What follows belongs to an exercise in optimizing a design on an open flow for small area; a production flow would make more cautious choices.
The RTL was checked by simulation tests, not by an equivalence proof against the original design.
Power figures rest on the tool's default switching activity, not on a simulated workload.

`flow/config.mk`:
```
export PLATFORM = sky130hd
export DESIGN_NAME = nau_ctrl
export DESIGN_NICKNAME = nau_ctrl
export VERILOG_FILES = /design/flow/design.v
export SDC_FILE = /design/flow/constraint.sdc
export NUM_CORES = 4
export LEC_CHECK = 0
export CAP_MARGIN = 20
export CORE_MARGIN = 2
export CORE_UTILIZATION = 40
export PLACE_DENSITY = 0.6
export SLEW_MARGIN = 20
```
`flow/constraint.sdc`:
```
create_clock -name core_clock -period 5.0 [get_ports {clk}]
set_input_delay 1.0000 -clock core_clock [delete_from_list [all_inputs] [get_ports {clk}]]
set_output_delay 1.0000 -clock core_clock [all_outputs]
set_load 0.01 [all_outputs]
```
`flow/run.sh`:
```
#!/bin/bash
# synth_recipe.tcl (not shown) runs the flow's synth.tcl, then flattens the netlist and writes it again
# the make line also repeats each setting of config.mk as NAME=value (left out here)
make -C /OpenROAD-flow-scripts/flow DESIGN_CONFIG=/design/flow/config.mk WORK_HOME=/design/flow/orfs CLKGATE_MAP_FILE= SYNTH_SCRIPT=/design/flow/synth_recipe.tcl finish
```
`flow/design.v`:
```
module nau_ctrl (
    input  wire        clk,
    input  wire        rst,
    input  wire        cmd_valid,
    input  wire [15:0] cmd,
    output wire        cmd_ready,
    output reg         rsp_valid,
    output reg  [2:0]  rsp_status,
    output reg  [31:0] rsp_data,
    output wire        bus_req_valid,
    output wire [27:0] bus_req,
    input  wire        bus_rsp_valid,
    input  wire        bus_rsp_ok,
    input  wire [1:0]  bus_rsp_errk,
    input  wire [7:0]  bus_rsp_rb0,
    input  wire [7:0]  bus_rsp_rb1,
    input  wire [7:0]  bus_rsp_rb2,
    output wire        dly_req_valid,
    output wire [9:0]  dly_ms,
    input  wire        dly_done
);
    localparam [3:0] OP_NEW     = 4'h1, OP_RESET   = 4'h2, OP_ENABLE   = 4'h3,
                     OP_AVAIL   = 4'h4, OP_READ    = 4'h5, OP_SET_LDO  = 4'h6,
                     OP_GET_LDO = 4'h7, OP_SET_GAIN= 4'h8, OP_GET_GAIN = 4'h9,
                     OP_SET_RATE= 4'hA, OP_GET_RATE= 4'hB, OP_CAL      = 4'hC;
    localparam [2:0] ST_OK = 3'd0, ST_TRANSPORT = 3'd1, ST_NOT_READY = 3'd2,
                     ST_INVALID = 3'd3, ST_CAL_ERR = 3'd4, ST_REV = 3'd5,
                     ST_REFUSED = 3'd7;
    localparam [1:0] A_RD = 2'd0, A_WR = 2'd1, A_RD3 = 2'd2, A_DLY = 2'd3;
    reg        busy;       
    reg [3:0]  op;         
    reg [4:0]  step;       
    reg [7:0]  t;          
    reg [3:0]  a_ldo;
    reg [2:0]  a_gain;
    reg [2:0]  a_rate;
    reg [1:0]  a_mode;
    reg        a_pwr;
    reg        hvalid;
    wire [3:0] opc      = cmd[15:12];
    wire [3:0] c_ldo_n  = cmd[3:0];
    wire [2:0] c_gain_n = cmd[6:4];
    wire [2:0] c_rate_n = cmd[9:7];
    wire [2:0] c_rate_s = cmd[2:0];
    function rate_ok(input [2:0] r);
        rate_ok = (r <= 3'd3) || (r == 3'd7);
    endfunction
    reg cmd_legal;
    always @* begin
        case (opc)
            OP_NEW:      cmd_legal = (cmd[11:10] == 2'b00) && (c_ldo_n <= 4'd8) && rate_ok(c_rate_n);
            OP_RESET,
            OP_AVAIL,
            OP_READ,
            OP_GET_LDO,
            OP_GET_GAIN,
            OP_GET_RATE: cmd_legal = (cmd[11:0] == 12'd0);
            OP_ENABLE:   cmd_legal = (cmd[11:1] == 11'd0);
            OP_SET_LDO:  cmd_legal = (cmd[11:4] == 8'd0) && (cmd[3:0] <= 4'd8);
            OP_SET_GAIN: cmd_legal = (cmd[11:3] == 9'd0);
            OP_SET_RATE: cmd_legal = (cmd[11:3] == 9'd0) && rate_ok(c_rate_s);
            OP_CAL:      cmd_legal = (cmd[11:2] == 10'd0) && (cmd[1:0] != 2'd1);
            default:     cmd_legal = 1'b0;
        endcase
    end
    assign cmd_ready = !busy;
    wire accept = cmd_valid && !busy;
    reg [1:0] act;
    reg [7:0] act_addr;
    reg [9:0] act_ms;
    always @* begin
        act      = A_RD;
        act_addr = 8'h00;
        act_ms   = 10'd0;
        case (op)
            OP_NEW: begin
                case (step)
                    5'd0:  begin act = A_RD;  act_addr = 8'h00; end
                    5'd1:  begin act = A_WR;  act_addr = 8'h00; end
                    5'd2:  begin act = A_DLY; act_ms = 10'd10;  end
                    5'd3:  begin act = A_RD;  act_addr = 8'h00; end
                    5'd4:  begin act = A_WR;  act_addr = 8'h00; end
                    5'd5:  begin act = A_DLY; act_ms = 10'd1;   end
                    5'd6:  begin act = A_RD;  act_addr = 8'h00; end
                    5'd7:  begin act = A_RD;  act_addr = 8'h00; end
                    5'd8:  begin act = A_WR;  act_addr = 8'h00; end
                    5'd9:  begin act = A_DLY; act_ms = 10'd600; end
                    5'd10: begin act = A_RD;  act_addr = 8'h00; end
                    5'd11: begin act = A_WR;  act_addr = 8'h00; end
                    5'd12: begin act = A_RD;  act_addr = 8'h00; end
                    5'd13: begin act = A_RD;  act_addr = 8'h1F; end
                    5'd14: begin act = A_RD;  act_addr = 8'h00; end
                    5'd15: begin act = A_WR;  act_addr = 8'h00; end
                    5'd16: begin act = A_RD;  act_addr = 8'h01; end
                    5'd17: begin act = A_WR;  act_addr = 8'h01; end
                    5'd18: begin act = A_RD;  act_addr = 8'h01; end
                    5'd19: begin act = A_WR;  act_addr = 8'h01; end
                    5'd20: begin act = A_RD;  act_addr = 8'h02; end
                    5'd21: begin act = A_WR;  act_addr = 8'h02; end
                    5'd22: begin act = A_RD;  act_addr = 8'h15; end
                    5'd23: begin act = A_WR;  act_addr = 8'h15; end
                    5'd24: begin act = A_RD;  act_addr = 8'h1B; end
                    5'd25: begin act = A_WR;  act_addr = 8'h1B; end
                    5'd26: begin act = A_RD;  act_addr = 8'h1C; end
                    default: begin act = A_WR; act_addr = 8'h1C; end
                endcase
            end
            OP_RESET: begin
                case (step)
                    5'd0:    begin act = A_RD;  act_addr = 8'h00; end
                    5'd1:    begin act = A_WR;  act_addr = 8'h00; end
                    5'd2:    begin act = A_DLY; act_ms = 10'd10;  end
                    5'd3:    begin act = A_RD;  act_addr = 8'h00; end
                    5'd4:    begin act = A_WR;  act_addr = 8'h00; end
                    5'd5:    begin act = A_DLY; act_ms = 10'd1;   end
                    default: begin act = A_RD;  act_addr = 8'h00; end
                endcase
            end
            OP_ENABLE: begin
                case (step)
                    5'd0:    begin act = A_RD;  act_addr = 8'h00; end
                    5'd1:    begin act = A_WR;  act_addr = 8'h00; end
                    5'd2:    begin act = A_DLY; act_ms = 10'd600; end
                    5'd3:    begin act = A_RD;  act_addr = 8'h00; end
                    5'd4:    begin act = A_WR;  act_addr = 8'h00; end
                    default: begin act = A_RD;  act_addr = 8'h00; end
                endcase
            end
            OP_AVAIL: begin
                act = A_RD; act_addr = 8'h00;
            end
            OP_READ: begin
                act = A_RD3; act_addr = 8'h12;
            end
            OP_SET_LDO: begin
                case (step)
                    5'd0:    begin act = A_RD; act_addr = 8'h00; end
                    5'd1:    begin act = A_WR; act_addr = 8'h00; end
                    5'd2:    begin act = A_RD; act_addr = 8'h01; end
                    default: begin act = A_WR; act_addr = 8'h01; end
                endcase
            end
            OP_GET_LDO: begin
                case (step)
                    5'd0:    begin act = A_RD; act_addr = 8'h00; end
                    default: begin act = A_RD; act_addr = 8'h01; end
                endcase
            end
            OP_SET_GAIN: begin
                case (step)
                    5'd0:    begin act = A_RD; act_addr = 8'h01; end
                    default: begin act = A_WR; act_addr = 8'h01; end
                endcase
            end
            OP_GET_GAIN: begin
                act = A_RD; act_addr = 8'h01;
            end
            OP_SET_RATE: begin
                case (step)
                    5'd0:    begin act = A_RD; act_addr = 8'h02; end
                    default: begin act = A_WR; act_addr = 8'h02; end
                endcase
            end
            OP_GET_RATE: begin
                act = A_RD; act_addr = 8'h02;
            end
            OP_CAL: begin
                case (step)
                    5'd0:    begin act = A_RD;  act_addr = 8'h02; end
                    5'd1:    begin act = A_WR;  act_addr = 8'h02; end
                    5'd2:    begin act = A_RD;  act_addr = 8'h02; end
                    default: begin act = A_DLY; act_ms = 10'd10;  end
                endcase
            end
            default: begin act = A_RD; act_addr = 8'h00; end
        endcase
    end
    localparam [6:0] DEV = 7'h2A;
    reg [27:0] req_word;
    always @* begin
        case (act)
            A_WR:    req_word = {1'b0, DEV, 2'd2, act_addr, t,     2'd0};
            A_RD3:   req_word = {1'b1, DEV, 2'd1, act_addr, 8'h00, 2'd3};
            default: req_word = {1'b1, DEV, 2'd1, act_addr, 8'h00, 2'd1};
        endcase
    end
    assign bus_req_valid = busy && (act != A_DLY);
    assign bus_req       = req_word;
    assign dly_req_valid = busy && (act == A_DLY);
    assign dly_ms        = act_ms;
    wire [7:0] rb = bus_rsp_rb0;
    wire answered = busy && ((act == A_DLY) ? dly_done : bus_rsp_valid);
    wire bus_err  = (act != A_DLY) && !bus_rsp_ok;
    reg        n_end;      
    reg [2:0]  n_status;
    reg [31:0] n_data;
    reg [4:0]  n_step;
    reg [7:0]  n_t;
    reg        n_hvalid;
    always @* begin
        n_end    = 1'b0;
        n_status = ST_OK;
        n_data   = 32'd0;
        n_step   = step + 5'd1;
        n_t      = t;
        n_hvalid = hvalid;
        if (bus_err) begin
            n_end    = 1'b1;
            n_status = ST_TRANSPORT;
            n_data   = {30'd0, bus_rsp_errk};
        end else begin
            if (act == A_RD)
                n_t = rb;
            case (op)
                OP_NEW: begin
                    case (step)
                        5'd0:  n_t = rb | 8'h01;                        
                        5'd3:  n_t = (rb & 8'hFE) | 8'h02;              
                        5'd6:  if (!rb[3]) begin n_end = 1'b1; n_status = ST_NOT_READY; end
                        5'd7:  n_t = rb | 8'h06;                        
                        5'd10: n_t = rb | 8'h10;                        
                        5'd12: if (!rb[3]) begin n_end = 1'b1; n_status = ST_NOT_READY; end
                        5'd13: if (rb[3:0] != 4'hF) begin
                                   n_end    = 1'b1;
                                   n_status = ST_REV;
                                   n_data   = {28'd0, rb[3:0]};
                               end
                        5'd14: n_t = {(a_ldo != 4'd8), rb[6:0]};        
                        5'd15: if (a_ldo == 4'd8) n_step = 5'd18;
                        5'd16: n_t = {rb[7:6], a_ldo[2:0], rb[2:0]};    
                        5'd18: n_t = {rb[7:3], a_gain};                 
                        5'd20: n_t = {rb[7], a_rate, rb[3:0]};          
                        5'd22: n_t = rb | 8'h30;                        
                        5'd24: n_t = rb & 8'hBF;                        
                        5'd26: n_t = rb | 8'h80;                        
                        5'd27: begin n_end = 1'b1; n_hvalid = 1'b1; end
                        default: ;
                    endcase
                end
                OP_RESET: begin
                    case (step)
                        5'd0: n_t = rb | 8'h01;
                        5'd3: n_t = (rb & 8'hFE) | 8'h02;
                        5'd6: begin
                            n_end = 1'b1;
                            if (!rb[3]) n_status = ST_NOT_READY;
                        end
                        default: ;
                    endcase
                end
                OP_ENABLE: begin
                    case (step)
                        5'd0: n_t = a_pwr ? (rb | 8'h06) : (rb & 8'hF9);
                        5'd1: if (!a_pwr) n_end = 1'b1;
                        5'd3: n_t = rb | 8'h10;
                        5'd5: begin
                            n_end = 1'b1;
                            if (!rb[3]) n_status = ST_NOT_READY;
                        end
                        default: ;
                    endcase
                end
                OP_AVAIL: begin
                    n_end  = 1'b1;
                    n_data = {31'd0, rb[5]};
                end
                OP_READ: begin
                    n_end  = 1'b1;
                    n_data = {{8{bus_rsp_rb0[7]}}, bus_rsp_rb0, bus_rsp_rb1, bus_rsp_rb2};
                end
                OP_SET_LDO: begin
                    case (step)
                        5'd0: n_t = {(a_ldo != 4'd8), rb[6:0]};
                        5'd1: if (a_ldo == 4'd8) n_end = 1'b1;
                        5'd2: n_t = {rb[7:6], a_ldo[2:0], rb[2:0]};
                        5'd3: n_end = 1'b1;
                        default: ;
                    endcase
                end
                OP_GET_LDO: begin
                    case (step)
                        5'd0: if (!rb[7]) begin n_end = 1'b1; n_data = 32'd8; end
                        default: begin n_end = 1'b1; n_data = {29'd0, rb[5:3]}; end
                    endcase
                end
                OP_SET_GAIN: begin
                    case (step)
                        5'd0:    n_t = {rb[7:3], a_gain};
                        default: n_end = 1'b1;
                    endcase
                end
                OP_GET_GAIN: begin
                    n_end  = 1'b1;
                    n_data = {29'd0, rb[2:0]};
                end
                OP_SET_RATE: begin
                    case (step)
                        5'd0:    n_t = {rb[7], a_rate, rb[3:0]};
                        default: n_end = 1'b1;
                    endcase
                end
                OP_GET_RATE: begin
                    n_end = 1'b1;
                    if (rb[6:4] >= 3'd4 && rb[6:4] <= 3'd6)
                        n_status = ST_INVALID;
                    else
                        n_data = {29'd0, rb[6:4]};
                end
                OP_CAL: begin
                    case (step)
                        5'd0: n_t = {rb[7:3], 1'b1, a_mode};            
                        5'd2: begin
                            if (!rb[2]) begin
                                n_end = 1'b1;
                                if (rb[3]) n_status = ST_CAL_ERR;
                            end
                        end
                        5'd3: n_step = 5'd2;                            
                        default: ;
                    endcase
                end
                default: n_end = 1'b1;
            endcase
        end
    end
    always @(posedge clk) begin
        if (rst) begin
            busy       <= 1'b0;
            hvalid     <= 1'b0;
            rsp_valid  <= 1'b0;
        end else begin
            rsp_valid <= 1'b0;
            if (accept) begin
                if (!cmd_legal || (!hvalid && opc != OP_NEW)) begin
                    rsp_valid  <= 1'b1;
                    rsp_status <= ST_REFUSED;
                    rsp_data   <= 32'd0;
                end else begin
                    busy <= 1'b1;
                    op   <= opc;
                    step <= 5'd0;
                    case (opc)
                        OP_NEW: begin
                            hvalid <= 1'b0;
                            a_ldo  <= c_ldo_n;
                            a_gain <= c_gain_n;
                            a_rate <= c_rate_n;
                        end
                        OP_ENABLE:   a_pwr  <= cmd[0];
                        OP_SET_LDO:  a_ldo  <= cmd[3:0];
                        OP_SET_GAIN: a_gain <= cmd[2:0];
                        OP_SET_RATE: a_rate <= cmd[2:0];
                        OP_CAL:      a_mode <= cmd[1:0];
                        default: ;
                    endcase
                end
            end else if (answered) begin
                t      <= n_t;
                step   <= n_step;
                hvalid <= n_hvalid;
                if (n_end) begin
                    busy       <= 1'b0;
                    rsp_valid  <= 1'b1;
                    rsp_status <= n_status;
                    rsp_data   <= n_data;
                end
            end
        end
    end
endmodule
```
==> flow_metrics.py <==
metrics = {
    "run_status": {
        "status": "finished clean",
    },
    "sta": {
        "finalSetupViolCount": 0,
        "fin_setup_tns_ps": 0,
        "max_freq_mhz": 223.5,
        "slew_headroom_pct": 32.36,
        "hold_violations": 0,
        "finalCriticalPeriod_ps": 4474,
        "timing.final.ws_setup_ps": 525.7,
        "maxSlewViolCount": 0,
        "worst_clock_skew_ps": 7.566,
        "rsz0062_at_grt": "no",
        "tightest_slew_ps": 1015,
        "post-route-period-util_pct": 89.49,
    },
    "synth": {
        "synth_edf_count": 57,
        "yosysWarnings": 1,
        "synth_flop_cell": "edfxtp_1",
        "synth_cell_types": 84,
        "postSynth.asyncResetShare_pct": 0,
        "syn_avg_cell_area_sq_um": 8.557,
        "synthCells": 647,
        "ys_seq_elements": 71,
        "yosysSeqAreaShare_pct": 35.98,
        "synth_area_sq_mm": 0.005537,
    },
    "global_routing": {
        "grtUsageTotal_pct": 24.52,
        "grt_pass1_vias": 5083,
        "grt_max_degree": 28,
        "antenna_found_initial": 0,
        "grt-ovfl-total": 0,
        "grt_first_pass_wirelength_mm": 27.92,
    },
    "final_layout": {
        "stdcell_area_sq_mm": 0.007024,
        "drive_above_1_share_pct": 10.18,
        "antenna_cells": 0,
        "nNetsFinal": 787,
        "syn_to_final_growth_pct": 26.87,
        "nFillCells": 1259,
    },
    "floorplanning": {
        "num_rows": 42,
        "floorplan.die.width_microns": 121.7,
        "start_util_pct": 41.32,
        "die-area_sq_mm": 0.01480,
        "die_h_microns": 121.7,
        "core_region_area_sq_mm": 0.01340,
        "io_pins": 125,
    },
    "cts": {
        "cts_inserted_buffers": 9,
        "cts-root-buf": "clkbuf_16",
        "cts_buffer_depth": 2,
        "path_clk_slew_ps": 60,
        "htree_levels": 3,
        "cts_tree": "built",
        "hold_buffers": 0,
        "post_cts_resized": 0,
        "numClockSinks": 71,
        "clk_latency_ps": 340,
        "cts_setup_buffers": 0,
    },
    "place": {
        "gp_congestion": 0.9866,
        "placed_cell_area_sq_mm": 0.006699,
        "portBuffers": 110,
        "hpwl_mm": 13.61,
        "place_ws_ps": 687.7,
    },
    "routing": {
        "drt-vias-per-instance": 6.022,
        "first_iter_violations": 512,
        "vias": 5498,
        "routed_wl_mm": 18.19,
        "drc": 0,
        "wl_per_cell_microns": 19.93,
        "drtAntennaViolNets": 0,
        "first_pass_iters": 6,
    },
    "setup_path": {
        "crit_path_max_fanout": 27,
        "arrival_ps": 3470,
        "start_kind": "flip-flop",
        "crit_path_end_kind": "primary output",
        "required_ps": 4000,
        "crit_type": "flip-flop to primary output",
    },
    "job": {
        "cap_violations": 0,
    },
    "power": {
        "ir_drop_uv": 104.3,
        "p_leak_nw": 2.553,
        "power_density_mw_per_mm2": 203.0,
    },
    "worst_hold_path": {
        "hp-class": "flip-flop to flip-flop",
    },
}
cells by family after synthesis:
family / after synthesis / synth area share [%]
AND/OR/NAND/NOR: 241 / 23.03
adder cells (fa/ha/maj): 8 / 1.785
multiplexers: 26 / 5.085
AO/OA/AOI/OAI: 202 / 25.02
other: 2 / 0.1356
flip-flops: 71 / 35.98
buffers and inverters: 94 / 8.497
XOR/XNOR: 3 / 0.4747
report_power, final:
| group | switching (mW) | internal, mW |
|---|---|---|
| Clock | 0.234 | 0.436 |
| Sequential | 0.000751 | 0.639 |
| Combinational | 0.0615 | 0.0550 |
| Total | 0.296 | 1.13 |
per-layer routing:
layer / global-route usage (%) / vias to the layer above / wire (microns)
li1: - / 2563 / -
met5: 0 / - / 0
met3: 3.652 / 40 / 1362
met2: 39.71 / 325 / 8301
met1: 32.19 / 2570 / 7917
met4: 11.78 / 0 / 613
cell usage in the layout, fill, tap and decap left out, types with 4 or more instances in the layout:
| cell type | count |
|---|---|
| o21ai_0 | 36 |
| buf_4 | 22 |
| a22oi_1 | 9 |
| mux2_2 | 9 |
| o22ai_1 | 8 |
| nand2_1 | 57 |
| edfxtp_1 | 57 |
| conb_1 | 14 |
| o31ai_1 | 5 |
| a21oi_1 | 55 |
| mux2i_1 | 15 |
| nor2b_1 | 6 |
| a221oi_1 | 6 |
| o21ai_1 | 4 |
| nand3_1 | 15 |
| a21o_1 | 4 |
| nor4_1 | 10 |
| a31oi_1 | 11 |
| o211ai_1 | 4 |
| nand2b_1 | 11 |
| a211oi_1 | 9 |
| and2_1 | 25 |
| nor3_1 | 14 |
| o221ai_1 | 6 |
| and3_1 | 10 |
| clkdlybuf4s50_1 | 110 |
| clkbuf_16 | 11 |
| nor2_1 | 60 |
| ha_1 | 7 |
| dfxtp_1 | 14 |
| a21oi_2 | 4 |
| inv_1 | 20 |
| nor3b_1 | 4 |
path summary, 6_finish.rpt:
path                            startpoint  slack (ps)     endpoint  cells past startpoint
worst min register to register      hvalid         560       hvalid                      2
worst max-delay path               step[4]         530  bus_req[18]                      8
worst min-delay path                hvalid         560       hvalid                      2
worst max register to register     step[3]         930    flip-flop                     10
final cells by class:
| type | count | area, sq um | share of cell area [%] |
|---|---|---|---|
| multi-input combinational | 494 | 3131 | 44.57 |
| sequential | 71 | 1992 | 28.36 |
| timing repair buffer | 132 | 1266 | 18.03 |
| clock buffer | 15 | 320.3 | 4.560 |
| tap | 176 | 220.2 | 3.135 |
| inverter | 24 | 90.09 | 1.283 |
| clock inverter | 1 | 5.005 | 0.07125 |
stage by stage:
stage	hold slack, ps	power, mW	util [%]	instances
after global routing	602.9	1.468	52.42	913
final	557.9	1.426	52.42	913
after CTS	556.8	1.439	52.42	913
after floorplan	520.8	0.7092	-	659
after global placement	552.1	0.7650	49.93	897
after detailed placement	543.2	0.7657	49.99	897
synthesized netlist by cell type (5+ instances only):
cell / number / area share [%]
nor2_1: 60 / 4.1
edfxtp_1: 57 / 31
nand2_1: 57 / 3.9
a21oi_1: 56 / 5.1
o21ai_0: 36 / 3.3
clkbuf_1: 27 / 1.8
buf_4: 26 / 3.5
and2_1: 25 / 2.8
inv_1: 20 / 1.4
mux2i_1: 15 / 2.7
nand3_1: 15 / 1.4
dfxtp_1: 14 / 5.1
nor3_1: 14 / 1.3
a31oi_1: 11 / 1.2
nand2b_1: 11 / 1.2
and3_1: 10 / 1.1
buf_2: 10 / 0.90
nor4_1: 10 / 1.1
a211oi_1: 9 / 1.2
a22oi_1: 9 / 1.2
mux2_2: 9 / 1.8
o22ai_1: 8 / 0.90
ha_1: 7 / 1.6
a221oi_1: 6 / 0.95
buf_1: 6 / 0.41
nor2b_1: 6 / 0.68
o221ai_1: 6 / 0.95
o31ai_1: 5 / 0.68
worst max-delay path, cell delays in order, from the launching register on:
cell and delay (ps):
edfxtp_1 790, nor4b_4 400, buf_4 230, o31ai_1 110
a211oi_1 310, nand3_1 360, and2_1 270, inv_1 80
clkdlybuf4s50_1 550

[what the ideal ports hide]
In the flow no input, the clock included, has a driving cell. The finished layout below was timed again as built, in two steps. Step 1 (the two cells are an assumption about what drives the block):
set clk [get_ports {clk}]
set_driving_cell -lib_cell sky130_fd_sc_hd__clkbuf_16 $clk
set_driving_cell -lib_cell sky130_fd_sc_hd__buf_2 [delete_from_list [all_inputs] $clk]
Step 2 moves the port delays by t, midway between the first and last clock arrival at a register: inputs arrive t later, outputs are due t later. That takes back most of the time a late clock gives input paths. Slacks: no drivers / after step 1 / after step 2; pairs: no drivers / after step 1.
t (ns): 0.381
setup slack, ns: 0.526 / 0.485 / 0.646
worst setup path after step 2: input to register
worst data-port slew with drivers (ns): 0.04
After both steps setup and hold are still met in this run. For this run, drivers alone change the setup slack by -0.041 ns; drivers and shift together by +0.120 ns.
